Context: an optimization exercise on an open-source flow, tuned for small area and few clock cycles. The choices shown serve that exercise and are no tape-out recipe.
RTL that was checked went through simulation tests only; none was proved equivalent to the original.
No activity file was given, so power comes from the tool's default toggle rates.

// mode_engine
module mode_engine (
    input  wire         clk,
    input  wire         rst,           
    input  wire         cmd_valid,
    output wire         cmd_ready,
    input  wire [31:0]  cmd_word,
    input  wire [31:0]  len,
    input  wire [31:0]  aad_len,
    input  wire [127:0] iv,
    input  wire [127:0] tag_in,
    input  wire [7:0]   ksd,
    input  wire [7:0]   kst,
    input  wire [7:0]   ght,
    output wire         done,
    output wire [3:0]   result,
    output wire [127:0] tag_out,
    output wire         in_ready,
    input  wire         in_valid,
    input  wire [127:0] in_data,
    output wire         out_valid,
    output wire [127:0] out_data,
    output wire         bc_req,
    output wire         bc_dec,
    output wire [7:0]   bc_key,
    output wire [127:0] bc_in,
    input  wire         bc_ack,
    input  wire [127:0] bc_out,
    output wire         gh_req,
    output wire [7:0]   gh_key,
    output wire [127:0] gh_acc,
    output wire [127:0] gh_data,
    input  wire         gh_ack,
    input  wire [127:0] gh_out
);
    localparam [3:0] R_OK       = 4'h1;
    localparam [3:0] R_TAGGED   = 4'h2;
    localparam [3:0] R_VERIFIED = 4'h3;
    localparam [3:0] R_ERR_LEN  = 4'h8;
    localparam [3:0] R_ERR_AUTH = 4'h9;
    localparam [3:0] R_ERR_ILL  = 4'hA;
    localparam [2:0] S_IDLE  = 3'd0;
    localparam [2:0] S_DONE  = 3'd1;
    localparam [2:0] S_ERR   = 3'd2;    
  ...
Size in the first run: roughly 3100 cells after synthesis, roughly 300 flip-flops, ~1400 I/O pins.
Settings: LEC_CHECK=0, CAP_MARGIN=20, CORE_AREA=10 10 510 510, DIE_AREA=0 0 520 520, SLEW_MARGIN=40; clock period 10.0 ns.
standard.sh (not shown) runs the stock make flow with config.mk's settings and CLKGATE_MAP_FILE= SYNTH_SCRIPT=/design/flow/synth_recipe.tcl, a recipe that flattens the netlist after the stock synthesis.
==> flow/flow/run.sh <==
#!/bin/bash
# Standard layout, with the port buffers made from the smallest buffer cell
# (buf_1) instead of the delay buffer buffer_ports picks by default.
set -euo pipefail
export BUFFER_PORTS_ARGS="-buffer_cell sky130_fd_sc_hd__buf_1"
bash standard.sh finish > standard.log 2>&1
The starting point finished with timing, DRC and antenna clean.
Change:
--- a/flow/config.mk
+++ b/flow/config.mk
@@ -8,4 +8,5 @@
 export CAP_MARGIN = 20
-export CORE_AREA = 10 10 510 510
-export DIE_AREA = 0 0 520 520
-export SLEW_MARGIN = 40
+export CORE_AREA = 10 10 390 390
+export CTS_BUF_LIST = sky130_fd_sc_hd__clkbuf_4 sky130_fd_sc_hd__clkbuf_8
+export DIE_AREA = 0 0 400 400
+export SLEW_MARGIN = 20
Effect: Worst setup slack gets worse by 0.36 ns; clock-buffer cell count climbs by 48; die area drops by 41%; worst hold slack gets better by 0.013 ns; clock power drops by about 8%.
No functional check of the RTL was part of any run of this note.

* * *

Another version of the RTL of mode_engine (not shown whole).
Size in the first run: roughly 300 flip-flops, about 23000 µm² of cells after synthesis.
==> flow/design.v (excerpt) <==
module mode_engine (
    input  wire         clk,
    input  wire         rst,           
    input  wire         cmd_valid,
    output wire         cmd_ready,
    input  wire [31:0]  cmd_word,
    input  wire [31:0]  len,
    input  wire [31:0]  aad_len,
    input  wire [127:0] iv,
    input  wire [127:0] tag_in,
    input  wire [7:0]   ksd,
    input  wire [7:0]   kst,
    input  wire [7:0]   ght,
    output wire         done,
    output wire [3:0]   result,
    output wire [127:0] tag_out,
    output wire         in_ready,
    input  wire         in_valid,
    input  wire [127:0] in_data,
    output wire         out_valid,
    output wire [127:0] out_data,
    output wire         bc_req,
    output wire         bc_dec,
    output wire [7:0]   bc_key,
    output wire [127:0] bc_in,
    input  wire         bc_ack,
    input  wire [127:0] bc_out,
    output wire         gh_req,
    output wire [7:0]   gh_key,
    output wire [127:0] gh_acc,
    output wire [127:0] gh_data,
    input  wire         gh_ack,
    input  wire [127:0] gh_out
);
Settings: LEC_CHECK=0, CAP_MARGIN=20, CORE_AREA=10 10 390 390, CTS_BUF_LIST=sky130_fd_sc_hd__clkbuf_4 sky130_fd_sc_hd__clkbuf_8, DIE_AREA=0 0 400 400, SLEW_MARGIN=20; clock period 10.0 ns.
==> flow/flow/run.sh <==
#!/bin/bash
# The standard layout (standard.sh, ORFS's own scripts) with two changes:
#  - ABC maps the logic with an area-oriented script (flow/abc.script) in
#    place of abc_speed.script; everything else in synthesis is unchanged,
#    so the registers are the standard synthesis's;
#  - the port buffers are the smallest buffer cell (buf_1) instead of the
#    delay buffer buffer_ports picks by default. Every port still gets one.
# Output: make's log in standard.log, each step's log under orfs/logs/.
set -euo pipefail
here="$(cd "$(dirname "$0")" && pwd)"
rm -rf scripts
cp -r "$FLOW_HOME/scripts" scripts
cp "$here/abc.script" scripts/abc_speed.script
export BUFFER_PORTS_ARGS="-buffer_cell sky130_fd_sc_hd__buf_1"
bash standard.sh SCRIPTS_DIR="$PWD/scripts" finish > standard.log 2>&1
==> flow/flow/abc.script <==
strash
&get -n
&st
&synch2
&if -K 6 -a
&mfs
&st
&synch2
&if -K 6 -a
&mfs
&st
&dch
&nf -a
&put
topo
stime -c
Testbench counts at the start, summed over its fixed seeds: cycles 35,847.
Edit:
--- a/flow/config.mk
+++ b/flow/config.mk
@@ -8,5 +8,5 @@
 export CAP_MARGIN = 20
-export CORE_AREA = 10 10 390 390
+export CORE_AREA = 10 10 510 510
 export CTS_BUF_LIST = sky130_fd_sc_hd__clkbuf_4 sky130_fd_sc_hd__clkbuf_8
-export DIE_AREA = 0 0 400 400
-export SLEW_MARGIN = 20
+export DIE_AREA = 0 0 520 520
+export SLEW_MARGIN = 40
- The changed run ran to the end with no violations
- worst setup slack improved by 630 ps
- global-route usage decreases by 9.3 points
- core utilization shrinks by 8.8 points
- final cell count rises by about 25%
- first-iteration DRC count decreases by about 8%
- sequential power hardly moves
- power goes up by about 7%
Edit:
--- a/flow/config.mk
+++ b/flow/config.mk
@@ -9,3 +9,5 @@
 export CORE_AREA = 10 10 510 510
-export CTS_BUF_LIST = sky130_fd_sc_hd__clkbuf_4 sky130_fd_sc_hd__clkbuf_8
+export CTS_BUF_LIST = sky130_fd_sc_hd__clkbuf_8 sky130_fd_sc_hd__clkbuf_16
+export CTS_CLUSTER_DIAMETER = 120
+export CTS_CLUSTER_SIZE = 24
 export DIE_AREA = 0 0 520 520
After rerunning:
- flip-flop and latch count does not change
- maximum frequency barely changes
- die area is unchanged
- global-route usage fell by 0.20 points
- count of clock-buffer cells in the layout shrinks by 77
- combinational power stays flat
- sequential share of layout area climbs by 0.20 points
- critical path depth climbs by 2

re-timing with driven ports:
Ports are ideal in the flow. The routed layouts listed here were re-timed in OpenROAD.
Step 1, drivers: a clkbuf_16 drives clk and a buf_2 each remaining input, both assumed.
Step 2 also shifts input and output timing later by t, the mid clock arrival at the registers, as if the neighbouring blocks saw the same clock.
a / b / c = ideal / step 1 / step 2; a / b = the first two.
| run | t, ns | setup WS [ns] | hold slack, ns | worst register clock-pin slew, ns |
|---|---|---|---|---|
| the first run of note 1 | 0.762 | 1.866 / 1.780 / 1.414 | 0.474 / 0.474 / 0.474 | 0.08 / 0.08 |
| the second run of note 1 | 0.822 | 1.502 / 1.420 / 1.289 | 0.487 / 0.487 / 0.487 | 0.07 / 0.07 |
| the first run of note 2 | 0.812 | 1.356 / 1.366 / 0.554 | 0.477 / 0.477 / 0.477 | 0.07 / 0.07 |
| the second run of note 2 | 0.916 | 1.981 / 1.961 / 1.091 | 0.484 / 0.484 / 0.484 | 0.07 / 0.07 |
| the third run of note 2 | 0.815 | 1.977 / 1.995 / 1.180 | 0.490 / 0.490 / 0.490 | 0.12 / 0.12 |
After both steps setup and hold are still met in every run listed. The setup slack of the second run of note 2, which loses most, moves by -0.020 ns with the drivers and by -0.890 ns with both steps.
